From an optimization exercise on the open Yosys and OpenROAD flow, aimed at a short achievable clock period and few clock cycles; shortcuts taken in it are not production practice. The RTL was checked by simulation tests, not by an equivalence proof against the original design. No activity file was given, so power comes from the tool's default toggle rates.

===== flow/run.sh =====
#!/bin/bash
# synth_recipe.tcl (not shown) runs the flow's synth.tcl, then flattens the netlist and writes it again
# the make line also repeats each setting of config.mk as NAME=value (left out here)
make -C /OpenROAD-flow-scripts/flow DESIGN_CONFIG=/design/flow/config.mk WORK_HOME=/design/flow/orfs CLKGATE_MAP_FILE= SYNTH_SCRIPT=/design/flow/synth_recipe.tcl finish

===== flow/config.mk =====
export PLATFORM = sky130hd
export DESIGN_NAME = cs6461_core
export DESIGN_NICKNAME = cs6461_core
export VERILOG_FILES = /design/flow/design.v
export SDC_FILE = /design/flow/constraint.sdc
export NUM_CORES = 4
export LEC_CHECK = 0
export CAP_MARGIN = 20
export CORE_MARGIN = 2
export CORE_UTILIZATION = 40
export SLEW_MARGIN = 20

===== flow/constraint.sdc =====
create_clock -name core_clock -period 12.0 [get_ports {clk}]
set_input_delay 2.4000 -clock core_clock [delete_from_list [all_inputs] [get_ports {clk}]]
set_output_delay 2.4000 -clock core_clock [all_outputs]
set_load 0.01 [all_outputs]

===== flow/design.v =====
module cs6461_core (
    input  wire        clk,
    input  wire        rst,           
    input  wire        start,         
    output reg         mem_en,
    output reg         mem_we,
    output reg  [10:0] mem_addr,
    output reg  [15:0] mem_wdata,
    input  wire [15:0] mem_rdata,
    output wire        in_ready,
    input  wire        in_valid,
    input  wire [15:0] in_data,
    output reg         out_valid,
    output reg  [15:0] out_base,
    output reg  [15:0] out_count,
    output wire        halted,
    output reg  [2:0]  fault_code,
    output wire [11:0] pc,
    output wire [15:0] gpr0,
    output wire [15:0] gpr1,
    output wire [15:0] gpr2,
    output wire [15:0] gpr3,
    output wire [15:0] ixr1,
    output wire [15:0] ixr2,
    output wire [15:0] ixr3,
    output wire [15:0] fr0,
    output wire [15:0] fr1,
    output wire [3:0]  cc,            
    output wire        carry,
    output reg  [15:0] bp_predictions,
    output reg  [15:0] bp_correct
);
    localparam [5:0] OP_HLT  = 6'o00, OP_LDR  = 6'o01, OP_STR  = 6'o02,
                     OP_LDA  = 6'o03, OP_AMR  = 6'o04, OP_SMR  = 6'o05,
                     OP_AIR  = 6'o06, OP_SIR  = 6'o07, OP_JZ   = 6'o10,
                     OP_JNE  = 6'o11, OP_JCC  = 6'o12, OP_JMA  = 6'o13,
                     OP_JSR  = 6'o14, OP_RFS  = 6'o15, OP_SOB  = 6'o16,
                     OP_JGE  = 6'o17, OP_MLT  = 6'o20, OP_DVD  = 6'o21,
                     OP_TRR  = 6'o22, OP_AND  = 6'o23, OP_ORR  = 6'o24,
                     OP_NOT  = 6'o25, OP_SRC  = 6'o31, OP_RRC  = 6'o32,
                     OP_FADD = 6'o33, OP_FSUB = 6'o34, OP_VADD = 6'o35,
                     OP_VSUB = 6'o36, OP_CNVRT= 6'o37, OP_LDX  = 6'o41,
                     OP_STX  = 6'o42, OP_LDFR = 6'o50, OP_STFR = 6'o51,
                     OP_IN   = 6'o61, OP_OUT  = 6'o62;
    localparam [2:0] F_NONE = 3'd0, F_OOR = 3'd1, F_RESERVED = 3'd2,
                     F_BADREG = 3'd3, F_BADIX = 3'd4, F_DIVZERO = 3'd5,
                     F_REFUSED = 3'd6;
    localparam [4:0] S_HALT = 5'd0,  S_RUN  = 5'd1,  S_IND  = 5'd2,
                     S_MEMOP= 5'd3,  S_FPW  = 5'd4,  S_FPC  = 5'd5,
                     S_MLT2 = 5'd6,  S_DIV  = 5'd7,  S_DIVF = 5'd8,
                     S_VP1  = 5'd9,  S_VP2  = 5'd10, S_VY   = 5'd11,
                     S_VXW  = 5'd12, S_VW   = 5'd13, S_IN   = 5'd14,
                     S_INF  = 5'd15;
    localparam [2:0] W_LDR = 3'd1, W_AMR = 3'd2, W_SMR = 3'd3,
                     W_LDX = 3'd4, W_LDFR = 3'd5;
    reg [4:0]  state;
    reg [15:0] gpr [0:3];
    reg [15:0] ixr [1:3];
    reg [15:0] fr  [0:1];
    reg [3:0]  ccr;
    reg        carry_r;
    reg [11:0] pc_r;            
    reg [1:0]  bht [0:127];
    reg [11:0] fpc;             
    reg        fq_v;            
    reg [10:0] fq_addr;         
    reg [15:0] ir;              
    reg        ir_v;
    reg [10:0] ir_pc;
    reg [15:0] ir2;             
    reg        ir2_v;
    reg [10:0] ir2_pc;
    reg        smc;             
    reg [2:0]  w_kind;          
    reg [1:0]  w_r;
    reg [10:0] ea_reg;
    reg [15:0] fop;
    reg signed [24:0] mp0;
    reg signed [23:0] mp1;
    reg [15:0] dq;              
    reg [15:0] drm;             
    reg [15:0] dd;              
    reg [17:0] dd3;             
    reg        dqneg, drneg;
    reg [2:0]  dcnt;
    reg [16:0] va1, va2;        
    reg [15:0] vrem;            
    reg [15:0] vx, vy;
    reg [10:0] vwaddr;
    reg        vlast;
    reg        vfirst;
    reg [2:0]  vfault;
    reg [10:0] in_addr;
    reg [10:0] in_rem;
    reg        in_first;
    reg [1:0]  in_dest;
    reg [15:0] in_hold;
    reg [10:0] in_hold_addr;
    reg        in_hold_v;
    assign halted   = (state == S_HALT);
    assign in_ready = (state == S_IN);
    assign pc    = pc_r;
    assign gpr0  = gpr[0];
    assign gpr1  = gpr[1];
    assign gpr2  = gpr[2];
    assign gpr3  = gpr[3];
    assign ixr1  = ixr[1];
    assign ixr2  = ixr[2];
    assign ixr3  = ixr[3];
    assign fr0   = fr[0];
    assign fr1   = fr[1];
    assign cc    = ccr;
    assign carry = carry_r;
    wire [5:0]  opc   = ir[15:10];
    wire [1:0]  f_r   = ir[9:8];
    wire [1:0]  f_ix  = ir[7:6];
    wire        f_i   = ir[5];
    wire [4:0]  f_adr = ir[4:0];
    wire [3:0]  f_cnt = ir[3:0];
    wire        f_al  = ir[7];
    wire        f_lr  = ir[6];
    wire [15:0] reg_r  = gpr[f_r];
    wire [15:0] reg_y  = gpr[f_ix];
    wire [15:0] reg_fr = fr[f_r[0]];
    wire [15:0] reg_ix = (f_ix == 2'd1) ? ixr[1] : (f_ix == 2'd2) ? ixr[2] : ixr[3];
    wire op_ldr  = (opc == OP_LDR),  op_str  = (opc == OP_STR),  op_lda  = (opc == OP_LDA);
    wire op_amr  = (opc == OP_AMR),  op_smr  = (opc == OP_SMR),  op_air  = (opc == OP_AIR);
    wire op_sir  = (opc == OP_SIR),  op_jcc  = (opc == OP_JCC),  op_jsr  = (opc == OP_JSR);
    wire op_rfs  = (opc == OP_RFS),  op_sob  = (opc == OP_SOB),  op_mlt  = (opc == OP_MLT);
    wire op_dvd  = (opc == OP_DVD),  op_trr  = (opc == OP_TRR),  op_and  = (opc == OP_AND);
    wire op_orr  = (opc == OP_ORR),  op_not  = (opc == OP_NOT),  op_src  = (opc == OP_SRC);
    wire op_rrc  = (opc == OP_RRC),  op_fadd = (opc == OP_FADD), op_fsub = (opc == OP_FSUB);
    wire op_vadd = (opc == OP_VADD), op_vsub = (opc == OP_VSUB), op_ldx  = (opc == OP_LDX);
    wire op_stx  = (opc == OP_STX),  op_ldfr = (opc == OP_LDFR), op_stfr = (opc == OP_STFR);
    wire op_in   = (opc == OP_IN),   op_out  = (opc == OP_OUT),  op_hlt  = (opc == OP_HLT);
    wire op_cnv  = (opc == OP_CNVRT);
    wire op_br   = (opc[5:3] == 3'o1) && !op_rfs;       
    wire op_fp   = op_fadd || op_fsub;
    wire op_vec  = op_vadd || op_vsub;
    wire op_ld   = op_ldr || op_amr || op_smr || op_ldx || op_ldfr;
    wire op_st   = op_str || op_stx || op_stfr;
    wire uses_ea = op_ld || op_st || op_lda || op_br || op_fp || op_vec;
    wire fr_sel  = op_fp || op_vec || op_ldfr || op_stfr;
    wire [16:0] ea_direct = {12'd0, f_adr} + ((f_ix != 2'd0) ? {1'b0, reg_ix} : 17'd0);
    wire        ea_badreg = fr_sel && f_r[1];
    wire        ea_badix  = (op_ldx || op_stx) && (f_ix == 2'd0);
    wire        ea_oor    = ea_direct[16:11] != 6'd0;
    wire        ea_low    = !ea_oor && (ea_direct[10:0] <= 11'd5);
    wire        ea_fault  = ea_badreg || ea_badix || ea_oor || ea_low;
    wire w_gpr = (w_kind == W_LDR) || (w_kind == W_AMR) || (w_kind == W_SMR);
    wire uses_gpr_r = op_ldr || op_str || op_lda || op_amr || op_smr || op_air || op_sir ||
                      (opc == OP_JZ) || (opc == OP_JNE) || op_sob || (opc == OP_JGE) ||
                      op_mlt || op_dvd || op_trr || op_and || op_orr || op_not ||
                      op_src || op_rrc || op_in;
    wire uses_gpr_y = op_mlt || op_dvd || op_trr || op_and || op_orr;
    wire haz_gpr = w_gpr && ((uses_gpr_r && f_r == w_r) || (uses_gpr_y && f_ix == w_r) ||
                             ((op_mlt || op_dvd) && (f_r | 2'd1) == w_r) ||
                             (w_r == 2'd3 && (op_jsr || op_rfs || op_in || op_out)) ||
                             (w_r == 2'd0 && (op_rfs || op_out)));
    wire haz_ixr = (w_kind == W_LDX) && (uses_ea || op_stx) && (f_ix == w_r);
    wire haz_fr  = (w_kind == W_LDFR) && fr_sel && (f_r[0] == w_r[0]);
    wire haz_cc  = ((w_kind == W_AMR) || (w_kind == W_SMR)) && op_jcc;
    wire hazard  = haz_gpr || haz_ixr || haz_fr || haz_cc;
    wire e_go  = (state == S_RUN) && ir_v && !hazard;
    wire e_mem = (state == S_MEMOP) || (e_go && uses_ea && !ea_fault && !f_i);
    wire [10:0] ea_cur = (state == S_MEMOP) ? ea_reg : ea_direct[10:0];
    wire [11:0] fall_pc = {1'b0, ir_pc} + 12'd1;
    wire [15:0] sob_val = reg_r - 16'd1;
    reg br_taken;
    always @(*) begin
        case (opc)
            OP_JZ:   br_taken = (reg_r == 16'd0);
            OP_JNE:  br_taken = (reg_r != 16'd0);
            OP_JCC:  br_taken = ccr[f_r];
            OP_SOB:  br_taken = !sob_val[15] && (sob_val != 16'd0);
            OP_JGE:  br_taken = !reg_r[15];
            default: br_taken = 1'b1;    
        endcase
    end
    wire [11:0] br_target = op_rfs ? gpr[3][11:0] : {1'b0, ea_cur};
    wire [1:0]  bht_cur   = bht[ir_pc[6:0]];
    wire        br_ok     = (bht_cur[1] == br_taken) || (br_target == fall_pc);
    wire [1:0]  bht_next  = br_taken ? ((bht_cur == 2'd3) ? 2'd3 : bht_cur + 2'd1)
                                     : ((bht_cur == 2'd0) ? 2'd0 : bht_cur - 2'd1);
    wire rfs_go   = e_go && op_rfs && (gpr[3][15:11] == 5'd0);
    wire br_go    = (e_mem && op_br) || rfs_go;      
    wire redirect = br_go && br_taken;
    wire [15:0] air_res = reg_r + {11'd0, f_adr};
    wire [15:0] sir_res = reg_r - {11'd0, f_adr};
    wire        sir_unf = reg_r[15] && !sir_res[15];
    wire [15:0] w_old   = gpr[w_r];
    wire [15:0] amr_res = w_old + mem_rdata;
    wire [15:0] smr_res = w_old - mem_rdata;
    wire        amr_ovf = (w_old[15] == mem_rdata[15]) && (amr_res[15] != w_old[15]);
    wire        smr_unf = (w_old[15] != mem_rdata[15]) && (smr_res[15] != w_old[15]);
    wire signed [24:0] mp0_n = $signed(reg_r) * $signed({1'b0, reg_y[7:0]});
    wire signed [23:0] mp1_n = $signed(reg_r) * $signed(reg_y[15:8]);
    wire [31:0] mlt_prod = {{7{mp0[24]}}, mp0} + {mp1, 8'd0};
    reg [15:0] sh_res;
    reg        sh_c;
    reg [16:0] ring;
    always @(*) begin
        sh_res = reg_r;
        sh_c   = carry_r;
        ring   = {carry_r, reg_r};
        if (op_src) begin
            if (f_lr) begin
                sh_res = reg_r << f_cnt;
                sh_c   = reg_r[4'd0 - f_cnt];
            end else begin
                if (f_al) sh_res = reg_r >> f_cnt;
                else      sh_res = $signed(reg_r) >>> f_cnt;
                sh_c = reg_r[f_cnt - 4'd1];
            end
        end else begin
            if (f_al) begin
                if (f_lr) sh_res = (reg_r << f_cnt) | (reg_r >> (5'd16 - {1'b0, f_cnt}));
                else      sh_res = (reg_r >> f_cnt) | (reg_r << (5'd16 - {1'b0, f_cnt}));
            end else begin
                if (f_lr) ring = ({carry_r, reg_r} << f_cnt) | ({carry_r, reg_r} >> (5'd17 - {1'b0, f_cnt}));
                else      ring = ({carry_r, reg_r} >> f_cnt) | ({carry_r, reg_r} << (5'd17 - {1'b0, f_cnt}));
                sh_res = ring[15:0];
                sh_c   = ring[16];
            end
        end
    end
    wire        fp_neg = op_fsub;
    wire [15:0] fa = reg_fr;
    wire [15:0] fb = fop;
    wire        fsa = fa[15];
    wire        fsb = fb[15] ^ fp_neg;
    wire [6:0]  fea = fa[14:8];
    wire [6:0]  feb = fb[14:8];
    wire [8:0]  fma = {1'b1, fa[7:0]};
    wire [8:0]  fmb = {1'b1, fb[7:0]};
    wire        fa_ge = (fea >= feb);
    wire [6:0]  fdiff = fa_ge ? (fea - feb) : (feb - fea);
    wire [8:0]  fma_al = fa_ge ? fma : ((fdiff >= 7'd9) ? 9'd0 : (fma >> fdiff));
    wire [8:0]  fmb_al = fa_ge ? ((fdiff >= 7'd9) ? 9'd0 : (fmb >> fdiff)) : fmb;
    wire [6:0]  fe_big = fa_ge ? fea : feb;
    wire signed [10:0] fsum = (fsa ? -$signed({2'b00, fma_al}) : $signed({2'b00, fma_al})) +
                              (fsb ? -$signed({2'b00, fmb_al}) : $signed({2'b00, fmb_al}));
    wire        fs_res = fsum[10];
    wire [9:0]  fmag   = fs_res ? (-fsum[9:0]) : fsum[9:0];
    reg [3:0] f_lz;
    integer k;
    always @(*) begin
        f_lz = 4'd9;
        for (k = 0; k < 9; k = k + 1)
            if (fmag[k]) f_lz = 4'd8 - k[3:0];
    end
    reg [8:0]  fm_n;
    reg [8:0]  fe_n;
    always @(*) begin
        if (fmag[9]) begin
            fm_n = fmag[9:1];
            fe_n = {2'b00, fe_big} + 9'd1;
        end else begin
            fm_n = fmag[8:0] << f_lz;
            fe_n = {2'b00, fe_big} - {5'd0, f_lz};
        end
    end
    wire fp_refuse = (fa[14:0] == 15'd0) || (fb[14:0] == 15'd0) || (fsum == 11'sd0) ||
                     fe_n[8] || fe_n[7] || ((fe_n[6:0] == 7'd0) && (fm_n[7:0] == 8'd0));
    wire [15:0] fp_res = {fs_res, fe_n[6:0], fm_n[7:0]};
    wire [17:0] dr4  = {drm, dq[15:14]};
    wire [17:0] dsub1 = dr4 - {2'b00, dd};
    wire [17:0] dsub2 = dr4 - {1'b0, dd, 1'b0};
    wire [17:0] dsub3 = dr4 - dd3;
    wire [1:0]  ddig = !dsub3[17] ? 2'd3 : !dsub2[17] ? 2'd2 : !dsub1[17] ? 2'd1 : 2'd0;
    wire [17:0] drn  = !dsub3[17] ? dsub3 : !dsub2[17] ? dsub2 : !dsub1[17] ? dsub1 : dr4;
    wire [15:0] dva  = reg_r[15] ? -reg_r : reg_r;
    wire [15:0] dvb  = reg_y[15] ? -reg_y : reg_y;
    wire [15:0] in_n_dec = ($signed(gpr[3]) <= 0) ? 16'd20 : gpr[3];
    wire [16:0] in_last  = {1'b0, reg_r} + {1'b0, in_n_dec} - 17'd1;
    wire [15:0] vres = op_vsub ? (vx - vy) : (vx + vy);
    reg        e_port;          
    reg        e_we;
    reg [10:0] e_addr;
    reg [15:0] e_wdata;
    always @(*) begin
        e_port  = 1'b0;
        e_we    = 1'b0;
        e_addr  = ea_cur;
        e_wdata = reg_r;
        case (state)
            S_RUN, S_MEMOP: begin
                if ((state == S_MEMOP) || (ir_v && uses_ea && !hazard)) begin
                    if (state == S_RUN && f_i) begin
                        e_port = 1'b1;               
                    end else if (op_ld || op_fp || op_vec) begin
                        e_port = 1'b1;
                    end else if (op_st) begin
                        e_port = 1'b1;
                        e_we   = (state == S_MEMOP) || !ea_fault;
                    end
                end
                if (op_stx)  e_wdata = reg_ix;
                if (op_stfr) e_wdata = reg_fr;
            end
            S_VP1: begin
                e_port = 1'b1;
                e_addr = ea_reg + 11'd1;
            end
            S_VP2: begin
                e_port = 1'b1;
                e_addr = va1[10:0];
            end
            S_VY: begin
                e_port = 1'b1;
                e_addr = va2[10:0];
            end
            S_VXW: begin
                e_port = !vlast;
                e_addr = va1[10:0];
            end
            S_VW: begin
                e_port  = 1'b1;
                e_we    = 1'b1;
                e_addr  = vwaddr;
                e_wdata = vres;
            end
            S_IN, S_INF: begin
                e_port  = in_hold_v;
                e_we    = 1'b1;
                e_addr  = in_hold_addr;
                e_wdata = in_hold;
            end
            default: ;
        endcase
    end
    wire smc_hit = e_port && e_we &&
                   ((ir2_v && ir2_pc == e_addr) || (fq_v && fq_addr == e_addr));
    reg complete;
    always @(*) begin
        complete = 1'b0;
        case (state)
            S_RUN: if (e_go) begin
                if (uses_ea) complete = !f_i && !op_fp && !op_vec;
                else complete = !op_mlt && !op_dvd && !op_in;
            end
            S_MEMOP: complete = !op_fp && !op_vec;
            S_FPC:   complete = 1'b1;
            S_MLT2:  complete = 1'b1;
            S_DIVF:  complete = 1'b1;
            S_VP2:   complete = (reg_fr == 16'd0);
            S_VW:    complete = vlast;
            S_INF:   complete = 1'b1;
            default: ;
        endcase
    end
    wire refetch = complete && (smc || smc_hit);
    wire fetch_fault = (state == S_RUN) && !ir_v && !ir2_v && !fq_v && fpc[11];
    wire       q_flush = redirect || refetch;
    wire [1:0] q_cnt   = {1'b0, ir_v && !complete} + {1'b0, ir2_v} + {1'b0, fq_v};
    wire       f_go    = !halted && !e_port && !q_flush && !fpc[11] && (q_cnt <= 2'd1);
    always @(*) begin
        mem_en    = 1'b0;
        mem_we    = 1'b0;
        mem_addr  = fpc[10:0];
        mem_wdata = e_wdata;
        if (!halted) begin
            if (e_port) begin
                mem_en   = 1'b1;
                mem_we   = e_we;
                mem_addr = e_addr;
            end else if (redirect) begin
                mem_en   = 1'b1;
                mem_addr = br_target[10:0];
            end else if (f_go) begin
                mem_en   = 1'b1;
            end
        end
    end
    integer i;
    always @(posedge clk) begin
        out_valid <= 1'b0;
        if (rst) begin
            state          <= S_HALT;
            for (i = 0; i < 4; i = i + 1) gpr[i] <= 16'd0;
            for (i = 1; i < 4; i = i + 1) ixr[i] <= 16'd0;
            fr[0]          <= 16'd0;
            fr[1]          <= 16'd0;
            ccr            <= 4'd0;
            carry_r        <= 1'b0;
            pc_r           <= 12'd0;
            for (i = 0; i < 128; i = i + 1) bht[i] <= 2'd1;
            bp_predictions <= 16'd0;
            bp_correct     <= 16'd0;
            fault_code     <= F_NONE;
            out_base       <= 16'd0;
            out_count      <= 16'd0;
            fpc            <= 12'd0;
            fq_v           <= 1'b0;
            fq_addr        <= 11'd0;
            ir             <= 16'd0;
            ir_v           <= 1'b0;
            ir_pc          <= 11'd0;
            ir2            <= 16'd0;
            ir2_v          <= 1'b0;
            ir2_pc         <= 11'd0;
            smc            <= 1'b0;
            w_kind         <= 3'd0;
            w_r            <= 2'd0;
            ea_reg         <= 11'd0;
            fop            <= 16'd0;
            mp0            <= 25'sd0;
            mp1            <= 24'sd0;
            dq             <= 16'd0;
            drm            <= 16'd0;
            dd             <= 16'd0;
            dd3            <= 18'd0;
            dqneg          <= 1'b0;
            drneg          <= 1'b0;
            dcnt           <= 3'd0;
            va1            <= 17'd0;
            va2            <= 17'd0;
            vrem           <= 16'd0;
            vx             <= 16'd0;
            vy             <= 16'd0;
            vwaddr         <= 11'd0;
            vlast          <= 1'b0;
            vfirst         <= 1'b0;
            vfault         <= 3'd0;
            in_addr        <= 11'd0;
            in_rem         <= 11'd0;
            in_first       <= 1'b0;
            in_dest        <= 2'd0;
            in_hold        <= 16'd0;
            in_hold_addr   <= 11'd0;
            in_hold_v      <= 1'b0;
        end else if (state == S_HALT) begin
            if (start) begin
                fault_code <= F_NONE;
                state      <= S_RUN;
                fpc        <= pc_r;
                fq_v       <= 1'b0;
                ir_v       <= 1'b0;
                ir2_v      <= 1'b0;
                smc        <= 1'b0;
                w_kind     <= 3'd0;
            end
        end else begin
            w_kind <= 3'd0;
            case (w_kind)
                W_LDR:  gpr[w_r] <= mem_rdata;
                W_AMR: begin
                    gpr[w_r] <= amr_res;
                    if (amr_ovf) ccr[0] <= 1'b1;
                end
                W_SMR: begin
                    gpr[w_r] <= smr_res;
                    if (smr_unf) ccr[1] <= 1'b1;
                end
                W_LDX:  ixr[w_r] <= mem_rdata;
                W_LDFR: fr[w_r[0]] <= mem_rdata;
                default: ;
            endcase
            if (q_flush) begin
                ir_v  <= 1'b0;
                ir2_v <= 1'b0;
                smc   <= 1'b0;
            end else begin
                if (complete) begin
                    smc <= 1'b0;
                    if (ir2_v) begin
                        ir    <= ir2;
                        ir_pc <= ir2_pc;
                        ir_v  <= 1'b1;
                        ir2_v <= fq_v;
                        ir2   <= mem_rdata;
                        ir2_pc <= fq_addr;
                    end else begin
                        ir    <= mem_rdata;
                        ir_pc <= fq_addr;
                        ir_v  <= fq_v;
                    end
                end else begin
                    if (smc_hit) smc <= 1'b1;
                    if (!ir_v) begin
                        ir    <= mem_rdata;
                        ir_pc <= fq_addr;
                        ir_v  <= fq_v;
                    end else if (!ir2_v) begin
                        ir2    <= mem_rdata;
                        ir2_pc <= fq_addr;
                        ir2_v  <= fq_v;
                    end
                end
            end
            if (redirect) begin
                fq_v    <= 1'b1;
                fq_addr <= br_target[10:0];
                fpc     <= br_target + 12'd1;
            end else if (refetch) begin
                fq_v    <= 1'b0;
                fpc     <= fall_pc;
            end else if (f_go) begin
                fq_v    <= 1'b1;
                fq_addr <= fpc[10:0];
                fpc     <= fpc + 12'd1;
            end else begin
                fq_v    <= 1'b0;
            end
            if (fetch_fault) begin
                fault_code <= F_OOR;
                pc_r       <= 12'd2048;
                state      <= S_HALT;
            end
            if (br_go) begin
                bp_predictions <= bp_predictions + 16'd1;
                if (br_ok) bp_correct <= bp_correct + 16'd1;
                bht[ir_pc[6:0]] <= bht_next;
                if (op_jsr) gpr[3] <= {4'd0, fall_pc};
                if (op_sob) gpr[f_r] <= sob_val;
                if (op_rfs) gpr[0] <= {11'd0, f_adr};
            end
            case (state)
            S_RUN: if (e_go) begin
                if (uses_ea) begin
                    if (ea_badreg) begin
                        fault_code <= F_BADREG;
                        pc_r       <= fall_pc;
                        state      <= S_HALT;
                    end else if (ea_badix) begin
                        fault_code <= F_BADIX;
                        pc_r       <= fall_pc;
                        state      <= S_HALT;
                    end else if (ea_oor) begin
                        fault_code <= F_OOR;
                        pc_r       <= fall_pc;
                        state      <= S_HALT;
                    end else if (ea_low) begin
                        fault_code <= F_RESERVED;
                        pc_r       <= fall_pc;
                        state      <= S_HALT;
                    end else begin
                        ea_reg <= ea_direct[10:0];
                        if (f_i) state <= S_IND;
                    end
                end else begin
                    case (opc)
                    OP_HLT: begin
                        pc_r  <= fall_pc;
                        state <= S_HALT;
                    end
                    OP_AIR: if (f_adr != 5'd0) gpr[f_r] <= air_res;
                    OP_SIR: if (f_adr != 5'd0) begin
                        gpr[f_r] <= sir_res;
                        if (sir_unf) ccr[1] <= 1'b1;
                    end
                    OP_RFS: if (gpr[3][15:11] != 5'd0) begin
                        fault_code <= F_OOR;
                        pc_r       <= fall_pc;
                        state      <= S_HALT;
                    end
                    OP_MLT: begin
                        if (f_r[0] || f_ix[0]) begin
                            fault_code <= F_BADREG;
                            pc_r       <= fall_pc;
                            state      <= S_HALT;
                        end else begin
                            mp0   <= mp0_n;
                            mp1   <= mp1_n;
                            state <= S_MLT2;
                        end
                    end
                    OP_DVD: begin
                        if (f_r[0] || f_ix[0]) begin
                            fault_code <= F_BADREG;
                            pc_r       <= fall_pc;
                            state      <= S_HALT;
                        end else if (reg_y == 16'd0) begin
                            ccr[2]     <= 1'b1;
                            fault_code <= F_DIVZERO;
                            pc_r       <= fall_pc;
                            state      <= S_HALT;
                        end else begin
                            dq    <= dva;
                            dd    <= dvb;
                            dd3   <= {2'b00, dvb} + {1'b0, dvb, 1'b0};
                            drm   <= 16'd0;
                            dqneg <= reg_r[15] ^ reg_y[15];
                            drneg <= reg_r[15];
                            dcnt  <= 3'd0;
                            state <= S_DIV;
                        end
                    end
                    OP_TRR: if (reg_r == reg_y) ccr[3] <= 1'b1;
                    OP_AND: gpr[f_r] <= reg_r & reg_y;
                    OP_ORR: gpr[f_r] <= reg_r | reg_y;
                    OP_NOT: gpr[f_r] <= ~reg_r;
                    OP_SRC: if (f_cnt != 4'd0) begin
                        gpr[f_r] <= sh_res;
                        carry_r  <= sh_c;
                        ccr[3]   <= (sh_res == 16'd0);
                    end
                    OP_RRC: if (f_cnt != 4'd0) begin
                        gpr[f_r] <= sh_res;
                        carry_r  <= sh_c;
                    end
                    OP_CNVRT: begin
                        fault_code <= F_REFUSED;
                        pc_r       <= fall_pc;
                        state      <= S_HALT;
                    end
                    OP_IN: begin
                        if (f_adr != 5'd0) begin
                            fault_code <= F_REFUSED;
                            pc_r       <= fall_pc;
                            state      <= S_HALT;
                        end else if (reg_r > 16'd2047) begin
                            fault_code <= F_OOR;
                            pc_r       <= fall_pc;
                            state      <= S_HALT;
                        end else if (reg_r <= 16'd5) begin
                            fault_code <= F_RESERVED;
                            pc_r       <= fall_pc;
                            state      <= S_HALT;
                        end else if (in_last > 17'd2047) begin
                            fault_code <= F_OOR;
                            pc_r       <= fall_pc;
                            state      <= S_HALT;
                        end else begin
                            in_addr   <= reg_r[10:0];
                            in_rem    <= in_n_dec[10:0];
                            in_first  <= 1'b1;
                            in_dest   <= f_r;
                            in_hold_v <= 1'b0;
                            state     <= S_IN;
                        end
                    end
                    OP_OUT: begin
                        if (f_adr != 5'd1) begin
                            fault_code <= F_REFUSED;
                            pc_r       <= fall_pc;
                            state      <= S_HALT;
                        end else begin
                            out_valid <= 1'b1;
                            out_base  <= gpr[0];
                            out_count <= gpr[3];
                        end
                    end
                    default: ;    
                    endcase
                end
            end
            S_IND: begin
                if (mem_rdata[10:0] <= 11'd5) begin
                    fault_code <= F_RESERVED;
                    pc_r       <= fall_pc;
                    state      <= S_HALT;
                end else begin
                    ea_reg <= mem_rdata[10:0];
                    state  <= S_MEMOP;
                end
            end
            S_MEMOP: state <= S_RUN;
            S_FPW: begin
                fop   <= mem_rdata;
                state <= S_FPC;
            end
            S_FPC: begin
                if (fp_refuse) begin
                    fault_code <= F_REFUSED;
                    pc_r       <= fall_pc;
                    state      <= S_HALT;
                end else begin
                    fr[f_r[0]] <= fp_res;
                    state      <= S_RUN;
                end
            end
            S_MLT2: begin
                gpr[f_r]        <= mlt_prod[31:16];
                gpr[f_r | 2'd1] <= mlt_prod[15:0];
                state           <= S_RUN;
            end
            S_DIV: begin
                drm  <= drn[15:0];
                dq   <= {dq[13:0], ddig};
                dcnt <= dcnt + 3'd1;
                if (dcnt == 3'd7) state <= S_DIVF;
            end
            S_DIVF: begin
                gpr[f_r]        <= dqneg ? -dq : dq;
                gpr[f_r | 2'd1] <= drneg ? -drm : drm;
                state           <= S_RUN;
            end
            S_VP1: begin
                va1   <= {6'd0, mem_rdata[10:0]};
                state <= S_VP2;
            end
            S_VP2: begin
                va2  <= {6'd0, mem_rdata[10:0]};
                vrem <= reg_fr;
                vfirst <= 1'b1;
                if (reg_fr == 16'd0) begin
                    state <= S_RUN;
                end else if (va1[10:0] <= 11'd5) begin
                    fault_code <= F_RESERVED;
                    pc_r       <= fall_pc;
                    state      <= S_HALT;
                end else begin
                    state <= S_VY;
                end
            end
            S_VY: begin
                if (vfirst) vx <= mem_rdata;
                vfirst <= 1'b0;
                vwaddr <= va1[10:0];
                va1    <= va1 + 17'd1;
                vlast  <= (vrem == 16'd1);
                if (va2[16:11] != 6'd0) begin
                    fault_code <= F_OOR;
                    pc_r       <= fall_pc;
                    state      <= S_HALT;
                end else if (va2[10:0] <= 11'd5) begin
                    fault_code <= F_RESERVED;
                    pc_r       <= fall_pc;
                    state      <= S_HALT;
                end else begin
                    state <= S_VXW;
                end
            end
            S_VXW: begin
                vy     <= mem_rdata;
                vfault <= 3'd0;
                if (!vlast) begin
                    if (va1[16:11] != 6'd0)     vfault <= F_OOR;
                    else if (va1[10:0] <= 11'd5) vfault <= F_RESERVED;
                end
                state <= S_VW;
            end
            S_VW: begin
                vx   <= mem_rdata;
                va2  <= va2 + 17'd1;
                vrem <= vrem - 16'd1;
                if (vlast) begin
                    state <= S_RUN;
                end else if (vfault != 3'd0) begin
                    fault_code <= vfault;
                    pc_r       <= fall_pc;
                    state      <= S_HALT;
                end else begin
                    state <= S_VY;
                end
            end
            S_IN: begin
                in_hold_v <= 1'b0;
                if (in_valid) begin
                    in_hold      <= in_data;
                    in_hold_addr <= in_addr;
                    in_hold_v    <= 1'b1;
                    in_addr      <= in_addr + 11'd1;
                    in_rem       <= in_rem - 11'd1;
                    in_first     <= 1'b0;
                    if (in_first) gpr[in_dest] <= in_data;
                    if (in_rem == 11'd1) state <= S_INF;
                end
            end
            S_INF: begin
                in_hold_v <= 1'b0;
                state     <= S_RUN;
            end
            default: state <= S_HALT;
            endcase
            if (e_mem) begin
                if (op_ld) begin
                    w_r <= (op_ldx) ? f_ix : f_r;
                    w_kind <= op_ldr ? W_LDR : op_amr ? W_AMR : op_smr ? W_SMR :
                              op_ldx ? W_LDX : W_LDFR;
                end
                if (op_lda) gpr[f_r] <= {5'd0, ea_cur};
                if (op_fp)  state <= S_FPW;
                if (op_vec) begin
                    ea_reg <= ea_cur;
                    if (ea_cur == 11'd2047) begin
                        fault_code <= F_OOR;
                        pc_r       <= fall_pc;
                        state      <= S_HALT;
                    end else begin
                        state <= S_VP1;
                    end
                end
            end
        end
    end
endmodule

==> results.json, run 1 <==
{
  "status": "finished clean",
  "htreeDepth": 3,
  "synth-main-ff-cell": "dfxtp_1",
  "areaGrowthSynthToFinish_pct": 13.9,
  "grt_max_degree": 96,
  "syn-cell-area_mm2": 0.0738,
  "cts_root_buf": "clkbuf_16",
  "skew_ps": 74.8,
  "placed_area_mm2": 0.0801,
  "wl_per_cell_um": 28.0,
  "grt-ovfl-total": 0,
  "fin_setup_tns_ps": 0,
  "cp_data_required_time_ps": 12520,
  "crit_path_frequent_cell": "inv_1",
  "min_from": "out_count[5]",
  "worstSetupPathType": "reg -> reg",
  "synth_edf_count": 400,
  "whs_ps": 455,
  "via_per_inst": 6.19,
  "reg2reg_to": "fr[1][4]",
  "grt_pass1_wl_um": 476000,
  "whs_path_depth": 2,
  "drive_above_1_share_pct": 8.75,
  "synthCells": 9097,
  "r2r_setup_slack_ps": 700,
  "min_period_ps": 11300,
  "internal_power_uw": 7010,
  "max_slew.worst_pin.slew_ps": 1310,
  "p_switching_uw": 4560,
  "slowest_stage": "fa_1",
  "critPathMaxStageDelay_ps": 520,
  "ys_ff_latch": 885,
  "maxSlewViolCount": 0,
  "regMostFlops": "bht",
  "largest_reg_flops": 256,
  "yosysTopAreaCell": "edfxtp_1",
  "preCtsSetupSlack_ps": 222,
  "antenna_found_initial": 17,
  "ctsHoldBuffers": 0,
  "cp_data_arrival_time_ps": 11820,
  "numCtsBuffers": 106,
  "hold_viol_final": 0,
  "routed_wl_um": 329000,
  "core_area_mm2": 0.183,
  "synth_most_common_cell": "nand2_1",
  "p_per_area_mw_per_mm2": 138,
  "fin_area_mm2": 0.0841,
  "synth_commonest_cells": "1,290 x nand2_1, 1,067 x nor2_1, 749 x a21oi_1, 573 x inv_1, 551 x o21ai_0",
  "grt_pass1_vias": 69000,
  "port_buffers": 295,
  "cts_sinks": 885,
  "synth_seq_area_share_pct": 29.4,
  "ant_nets": 0,
  "combPwrFrac_pct": 40.8,
  "largestRegisters": "bht: 256 flops, gpr: 64 flops, ixr: 48 flops",
  "dr.pass1.iters": 9,
  "die_height_um": 434,
  "synth_top_area_share_pct": 16.3,
  "fin_ws_ps": 699,
  "clkTransAtPathRegs_ps": 60,
  "async_flop_share_pct": 0,
  "drt_iter0_drc": 8976,
  "syn_avg_cell_area_um2": 8.12,
  "cp-start-kind": "flip-flop",
  "die_w_um": 434,
  "clk_latency_ps": 790,
  "cts_max_path_buffers": 3,
  "place_hpwl_um": 242000,
  "p_leak_uw": 0.0318,
  "max_freq_ghz": 0.0885,
  "pwr-share-seq_pct": 28.3,
  "slew_headroom_pct": 10.3,
  "rows": 157,
  "reg2reg_depth": 45,
  "io_pins": 296,
  "cts_tree": "built",
  "place_congestion": 1.05,
  "vias": 72800,
  "setup_viol": 0,
  "p_sw_share_pct": 39.4,
  "initial_core_util_pct": 40.3,
  "peakVddDrop_v": 0.000158,
  "grt.total_usage_pct": 34.1,
  "ys_top_cells_by_area": "edfxtp_1 16%, dfxtp_1 13%, nand2_1 6.6%",
  "die_area_mm2": 0.188,
  "critPathCaptureType": "flip-flop",
  "yosysWarnings": 1,
  "synth_nets": 9724,
  "finalCritPeriodShare_pct": 94.2,
  "worst-path-max-fanout": 16,
  "drc_errors": 0,
  "drv_cap": 0,
  "ys_types": 114,
  "hold_end": "out_count[5]",
  "nNetsFinal": 9824,
  "p_clk_share_pct": 30.8,
  "min-delay-path-class": "reg -> reg"
}
[power by group through the flow]
stage / sequential [uW] / clock (uW) / combinational, uW
detailed placement: 3340 / 0 / 4580
global route: 3280 / 3710 / 5150
finish: 3280 / 3570 / 4730
floorplan: 3300 / 0 / 3100
CTS: 3270 / 3590 / 4620
global placement: 3340 / 0 / 4560
[kinds of logic (layout without fill, tap and decap cells)]
family / count (synthesis) / count (layout) / share of synthesized area, %
and+or+nand+nor: 3252 / 3252 / 19.2
AOI/OAI and AO/OA: 2322 / 2322 / 19.7
muxes: 449 / 449 / 8.45
other: 2 / 9 / 0.0102
DFF: 885 / 885 / 29.4
buffers and inverters: 1193 / 1384 / 6.17
adders and majority gates: 593 / 593 / 12.3
xor gates and xnor gates: 401 / 401 / 4.84
[stage by stage]
stage | util, % | cells | power (uW)
after global routing | 45.9 | 11800 | 12100
final | 45.9 | 11800 | 11600
after floorplan | - | 9097 | 6400
after global placement | 43.7 | 11500 | 7900
after CTS | 45.8 | 11700 | 11500
after detailed placement | 43.7 | 11500 | 7920
[area by class of cell]
cell class / instances / area [um2]
fillers: 18000 / 99200
multi-input cells: 7019 / 48000
flip-flops and latches: 885 / 21700
repair buffers: 598 / 5270
well taps: 2464 / 3080
clock buffers: 133 / 2870
inverters: 587 / 2210
clock inverters: 66 / 922
diodes: 7 / 17.5
[repair_timing]
action / in CTS / in global routing
buffers inserted: 0 / 4
gates resized for setup: 0 / 14
setup endpoints to repair: 0 / 80
[cells in the final DEF, fill, tap and decap left out, types with 69 or more instances in the layout]
cell	n
o21ai_0	546
a21oi_1	746
nand2_1	1288
nor3_1	174
nand2b_1	69
clkdlybuf4s50_1	294
a211oi_1	144
nor2_1	1056
a21o_1	86
xnor2_1	249
dfxtp_1	475
mux4_2	133
edfxtp_1	400
ha_1	369
nand3_1	192
a22oi_1	73
o22ai_1	79
xor2_1	140
clkbuf_16	106
mux2i_1	244
inv_1	572
buf_4	300
fa_1	221
[per-layer routing]
metal	up-vias	share of wire (%)	global-route usage [%]
li1	32300	-	-
met5	-	0.048	0
met3	1070	9.1	5.82
met1	35400	39	44.0
met4	18	7.4	21.0
met2	4031	44	53.0
[worst max-delay path by stage]
stage / startpoint / endpoint / slack, ps / depth (start not counted)
2_1_floorplan: flip-flop / fr[0][0] / 1290 / 52
3_3_place_gp: flip-flop / fr[1][4] / 240 / 46
3_5_place_dp: flip-flop / fr[1][4] / 220 / 45
4_1_cts: flip-flop / fr[1][4] / 170 / 45
5_1_grt: flip-flop / fr[1][4] / -20 / 46
6_report: flip-flop / fr[1][4] / 700 / 45
[worst max-delay path: cells and delay by family, from the launching register on]
kind / cells / cell delay [ps]
DFF: 1 / 420
adders and majority gates: 6 / 2100
and+or+nand+nor: 12 / 2440
muxes: 3 / 1020
xor gates and xnor gates: 2 / 640
AOI/OAI and AO/OA: 12 / 2760
buffers and inverters: 10 / 1620
Testbench counts, summed over its fixed seeds: cycles 284,717.
==> inputs of run 2 (changes only) <==
--- a/flow/design.v
+++ b/flow/design.v
@@ -74,7 +74,6 @@
     reg [2:0]  w_kind;          
     reg [1:0]  w_r;
     reg [10:0] ea_reg;
-    reg [15:0] fop;
     reg signed [24:0] mp0;
     reg signed [23:0] mp1;
     reg [15:0] dq;              
@@ -184,7 +183,7 @@
                                      : ((bht_cur == 2'd0) ? 2'd0 : bht_cur - 2'd1);
     wire rfs_go   = e_go && op_rfs && (gpr[3][15:11] == 5'd0);
     wire br_go    = (e_mem && op_br) || rfs_go;      
-    wire redirect = br_go && br_taken;
+    wire redirect = (((state == S_MEMOP) || (e_go && !f_i)) && op_br || (e_go && op_rfs)) && br_taken;
     wire [15:0] air_res = reg_r + {11'd0, f_adr};
     wire [15:0] sir_res = reg_r - {11'd0, f_adr};
     wire        sir_unf = reg_r[15] && !sir_res[15];
@@ -224,24 +223,32 @@
             end
         end
     end
-    wire        fp_neg = op_fsub;
     wire [15:0] fa = reg_fr;
-    wire [15:0] fb = fop;
+    wire [15:0] fb = mem_rdata;
     wire        fsa = fa[15];
-    wire        fsb = fb[15] ^ fp_neg;
+    wire        fsb = fb[15] ^ op_fsub;
     wire [6:0]  fea = fa[14:8];
     wire [6:0]  feb = fb[14:8];
-    wire [8:0]  fma = {1'b1, fa[7:0]};
-    wire [8:0]  fmb = {1'b1, fb[7:0]};
-    wire        fa_ge = (fea >= feb);
-    wire [6:0]  fdiff = fa_ge ? (fea - feb) : (feb - fea);
-    wire [8:0]  fma_al = fa_ge ? fma : ((fdiff >= 7'd9) ? 9'd0 : (fma >> fdiff));
-    wire [8:0]  fmb_al = fa_ge ? ((fdiff >= 7'd9) ? 9'd0 : (fmb >> fdiff)) : fmb;
-    wire [6:0]  fe_big = fa_ge ? fea : feb;
-    wire signed [10:0] fsum = (fsa ? -$signed({2'b00, fma_al}) : $signed({2'b00, fma_al})) +
-                              (fsb ? -$signed({2'b00, fmb_al}) : $signed({2'b00, fmb_al}));
-    wire        fs_res = fsum[10];
-    wire [9:0]  fmag   = fs_res ? (-fsum[9:0]) : fsum[9:0];
+    wire [7:0]  fdab = {1'b0, fea} - {1'b0, feb};
+    wire [7:0]  fdba = {1'b0, feb} - {1'b0, fea};
+    wire        fa_ge = !fdab[7];
+    wire [6:0]  fdiff = fa_ge ? fdab[6:0] : fdba[6:0];
+    wire [8:0]  fm_sml_in = fa_ge ? {1'b1, fb[7:0]} : {1'b1, fa[7:0]};
+    wire [8:0]  fw_big = fa_ge ? {1'b1, fa[7:0]} : {1'b1, fb[7:0]};
+    wire [8:0]  fw_sml = (fdiff >= 7'd9) ? 9'd0 : (fm_sml_in >> fdiff[3:0]);
+    wire        fw_sbig = fa_ge ? fsa : fsb;
+    wire        fw_ssml = fa_ge ? fsb : fsa;
+    wire [6:0]  fw_e    = fa_ge ? fea : feb;
+    wire        fw_zero = (fa[14:0] == 15'd0) || (fb[14:0] == 15'd0);
+    reg  [8:0]  fp_big, fp_sml;
+    reg         fp_sbig, fp_ssml, fp_zero;
+    reg  [6:0]  fp_e;
+    wire [9:0]  f_add  = {1'b0, fp_big} + {1'b0, fp_sml};
+    wire [9:0]  f_d1   = {1'b0, fp_big} - {1'b0, fp_sml};
+    wire [9:0]  f_d2   = {1'b0, fp_sml} - {1'b0, fp_big};
+    wire        f_same = (fp_sbig == fp_ssml);
+    wire [9:0]  fmag   = f_same ? f_add : (f_d1[9] ? f_d2 : f_d1);
+    wire        fs_res = f_same ? fp_sbig : (f_d1[9] ? fp_ssml : fp_sbig);
     reg [3:0] f_lz;
     integer k;
     always @(*) begin
@@ -254,13 +261,13 @@
     always @(*) begin
         if (fmag[9]) begin
             fm_n = fmag[9:1];
-            fe_n = {2'b00, fe_big} + 9'd1;
+            fe_n = {2'b00, fp_e} + 9'd1;
         end else begin
             fm_n = fmag[8:0] << f_lz;
-            fe_n = {2'b00, fe_big} - {5'd0, f_lz};
+            fe_n = {2'b00, fp_e} - {5'd0, f_lz};
         end
     end
-    wire fp_refuse = (fa[14:0] == 15'd0) || (fb[14:0] == 15'd0) || (fsum == 11'sd0) ||
+    wire fp_refuse = fp_zero || (fmag == 10'd0) ||
                      fe_n[8] || fe_n[7] || ((fe_n[6:0] == 7'd0) && (fm_n[7:0] == 8'd0));
     wire [15:0] fp_res = {fs_res, fe_n[6:0], fm_n[7:0]};
     wire [17:0] dr4  = {drm, dq[15:14]};
@@ -403,7 +410,12 @@
             w_kind         <= 3'd0;
             w_r            <= 2'd0;
             ea_reg         <= 11'd0;
-            fop            <= 16'd0;
+            fp_big         <= 9'd0;
+            fp_sml         <= 9'd0;
+            fp_sbig        <= 1'b0;
+            fp_ssml        <= 1'b0;
+            fp_zero        <= 1'b0;
+            fp_e           <= 7'd0;
             mp0            <= 25'sd0;
             mp1            <= 24'sd0;
             dq             <= 16'd0;
@@ -657,8 +669,13 @@
             end
             S_MEMOP: state <= S_RUN;
             S_FPW: begin
-                fop   <= mem_rdata;
-                state <= S_FPC;
+                fp_big  <= fw_big;
+                fp_sml  <= fw_sml;
+                fp_sbig <= fw_sbig;
+                fp_ssml <= fw_ssml;
+                fp_e    <= fw_e;
+                fp_zero <= fw_zero;
+                state   <= S_FPC;
             end
             S_FPC: begin
                 if (fp_refuse) begin
--- a/flow/config.mk
+++ b/flow/config.mk
@@ -8,4 +8,5 @@
 export CAP_MARGIN = 20
 export CORE_MARGIN = 2
 export CORE_UTILIZATION = 40
+export SETUP_SLACK_MARGIN = 5
 export SLEW_MARGIN = 20
==> run 2 against run 1 <==
  * Synthesized area is 1.7% higher
  * Clock power is 2% higher
  * Worst setup slack better by 3900 ps
  * Global-route usage is 6.5 points higher
  * Sequential power is 1% higher
  * Combinational power is 4% lower
  * Sequential cell count is 12 higher
  * Register-to-register slack better by 4300 ps
  * Worst hold slack worse by 3.0 ps
  * Clock skew is 6.3 ps higher
  * Largest power group unchanged
  * Highest routed layer unchanged
==> results.json, run 2 <==
{
  "crit_path_frequent_cell": "buf_12",
  "dp_cells": 11600,
  "min-delay-path-class": "reg -> reg",
  "synth_most_common_cell": "nand2_1",
  "clkTransAtPathRegs_ps": 60,
  "largest_reg_flops": 256,
  "max_slew.worst_pin.slew_ps": 1280,
  "hold_viol_final": 0,
  "vias": 77200,
  "clk_latency_ps": 840,
  "timing.critical_path.buf_inv": 5,
  "grt_pass1_vias": 71700,
  "top_layer": "met5",
  "ys_types": 124,
  "cts_sinks": 897,
  "ys_ff_latch": 897,
  "finalCritPeriodShare_pct": 62.1,
  "largestRegisters": "bht: 256 flops, gpr: 64 flops, ixr: 48 flops",
  "cp_cell_sequence": "buf_12, mux4_2, buf_8, or3_4, or2_4, or4_4, xnor2_2, nand2_2, o211ai_4, buf_12, nand2_8, nor2_4, nor3_4, buf_12, a221o_1, buf_2",
  "core_area_mm2": 0.187,
  "synthCells": 9108,
  "place_hpwl_um": 304000,
  "drv_cap": 0,
  "setup_viol": 0,
  "fin_setup_tns_ps": 0,
  "synth_nets": 9751,
  "wl_per_cell_um": 33.4,
  "numCtsBuffers": 110,
  "p_leak_uw": 0.0335,
  "cts_max_path_buffers": 3,
  "drt_iter0_drc": 10100,
  "drt-met1-wl_um": 154000,
  "cp_data_required_time_ps": 9600,
  "synth_commonest_cells": "1,238 x nand2_1, 1,070 x nor2_1, 677 x a21oi_1, 565 x inv_1, 518 x o21ai_0",
  "slew_headroom_pct": 14.6,
  "dr.pass1.iters": 9,
  "drive_above_1_share_pct": 14.3,
  "port_buffers": 295,
  "areaGrowthSynthToFinish_pct": 18.3,
  "initial_core_util_pct": 40.1,
  "synth_seq_area_share_pct": 29.3,
  "dr_wl_met3_um": 46500,
  "nNetsFinal": 10100,
  "cp_data_arrival_time_ps": 5050,
  "min_from": "out_count[13]",
  "synth-main-ff-cell": "dfxtp_1",
  "critPathCaptureType": "output pin",
  "ctsHoldBuffers": 0,
  "drc_errors": 0,
  "rows": 159,
  "worstSetupPathType": "reg -> out",
  "rsz0062_at_grt": "yes",
  "worst-path-max-fanout": 7,
  "die_area_mm2": 0.191,
  "slowest_stage": "mux4_2",
  "htreeDepth": 3,
  "yosysWarnings": 1,
  "cts_root_buf": "clkbuf_16",
  "cp-start-kind": "flip-flop",
  "grt.total_usage_pct": 40.5,
  "grt-ovfl-total": 0,
  "min_period_ps": 7450,
  "yosysTopAreaCell": "edfxtp_1",
  "via_per_inst": 6.42,
  "cpLargestDelayFamily": "simple AND/OR/NAND/NOR gates",
  "status": "finished clean",
  "mostFrequentLayoutCells": "1,214 x nand2_1, 1,044 x nor2_1, 651 x a21oi_1",
  "syn_avg_cell_area_um2": 8.24,
  "synth_top_area_share_pct": 16.0,
  "syn-cell-area_mm2": 0.0751,
  "critPathMaxStageDelay_ps": 660,
  "die_height_um": 437,
  "grt_pass1_wl_um": 556000,
  "cts_tree": "built",
  "p_per_area_mw_per_mm2": 130,
  "regMostFlops": "bht",
  "wl_met2_um": 166000,
  "peakVddDrop_v": 0.000114,
  "ant_nets": 0,
  "maxSlewViolCount": 0,
  "grt_max_degree": 86,
  "io_pins": 296,
  "ys_top_cells_by_area": "edfxtp_1 16%, dfxtp_1 13%, ha_1 6.4%",
  "antenna_found_initial": 36,
  "max_freq_ghz": 0.134,
  "final_common_cell": "nand2_1",
  "die_w_um": 437,
  "routed_wl_um": 402000,
  "async_flop_share_pct": 0,
  "synth_edf_count": 400,
  "place_congestion": 1.07,
  "skew_ps": 81.1,
  "stdcell_count": 12000
}
==> run 2: per-stage QoR <==
stage / total power [uW] / util (%) / cell area (um2) / worst slack [ps] / hold WS, ps
final: 11500 / 47.5 / 88900 / 4550 / 452
after global routing: 11900 / 47.5 / 88800 / 4450 / 462
after global placement: 7390 / 43.3 / 81100 / 2630 / 441
after CTS: 11200 / 46.7 / 87400 / 4550 / 452
after floorplan: 5980 / - / 75100 / 4920 / 432
after detailed placement: 7420 / 43.3 / 81100 / 2530 / 446
==> run 2: cell type report <==
class                   count  area (um2)
well taps                2495        3120
fillers                 18100       98400
multi-input cells        7020       50100
repair buffers            816        7430
flip-flops and latches    897       22000
inverters                 584        2260
diodes                     10        25.0
clock buffers             130        2930
clock inverters            77         943
==> run 2: cells by family (layout without fill, tap and decap cells) <==
family	Yosys count	count (layout)	synth area share, %
DFF	897	897	29.3
muxes	468	470	9.07
adders and majority gates	609	609	12.4
buffers and inverters	1198	1607	6.18
other	2	12	0.0100
and+or+nand+nor	3307	3312	19.6
AOI/OAI and AO/OA	2273	2273	19.4
xor gates and xnor gates	354	354	4.15
==> run 2: worst reg2reg max path, delay by kind of cell, from the launching register on <==
family / cells / cell delay, ps
AND/OR/NAND/NOR: 4 / 410
AO/OA/AOI/OAI: 9 / 1650
multiplexers: 1 / 650
flip-flops: 1 / 360
buffers and inverters: 13 / 1420
adder cells (fa/ha/maj): 5 / 2400
==> run 2: final timing paths <==
check / depth (start not counted) / slack [ps] / to
min reg2reg: 2 / 450 / out_count[13]
max reg2reg: 32 / 4970 / mp1[22]
min: 2 / 450 / out_count[13]
max: 16 / 4550 / mem_addr[5]
==> run 2: timing repair <==
action / CTS / global route
resized for setup: 359 / 180
setup endpoints to repair: 332 / 214
gates cloned: 11 / 0
pin swaps: 81 / 97
buffers inserted: 157 / 79
==> run 2: layer usage <==
metal	vias up	track usage [%]
met1	38000	51.4
met2	4886	58.7
li1	33100	-
met3	1216	12.1
met5	-	0
met4	36	28.4
==> run 2: where the power goes <==
| part | switching [uW] | internal (uW) |
|---|---|---|
| clock network | 1570 | 2070 |
| registers | 78.5 | 3240 |
| logic | 2890 | 1670 |
Testbench counts of run 2, summed over its fixed seeds: cycles 284,717.

-- afterwards: timing with drivers on the ports --
The results above use ideal ports. As a check the final layouts listed here were re-extracted and re-timed, cells and wires unchanged. Step 1 sets driving cells, clkbuf_16 on the clock port and buf_2 on the other inputs (assumed; they add their load-dependent delay and slew). Step 2 adds t to the input delays and takes it off the output delays; t is the mean of the earliest and latest rising clock arrival at the registers after step 1. Input paths then give back, and output paths get back, about the clock's delay inside the block. Three values: ideal ports, drivers, drivers and shift; two values: the first two.
run | t, ns | slack for setup (ns) | worst setup path after step 2 | slew at the worst register clock pin (ns)
run 1 | 0.853 | 0.699 / 0.699 / 0.699 | register to register | 0.07 / 0.07
run 2 | 0.887 | 4.552 / 4.461 / 4.348 | input to register | 0.08 / 0.08
After both steps every run listed still meets setup and hold. For run 2, which loses most, drivers alone change the setup slack by -0.091 ns; drivers and shift together by -0.204 ns.
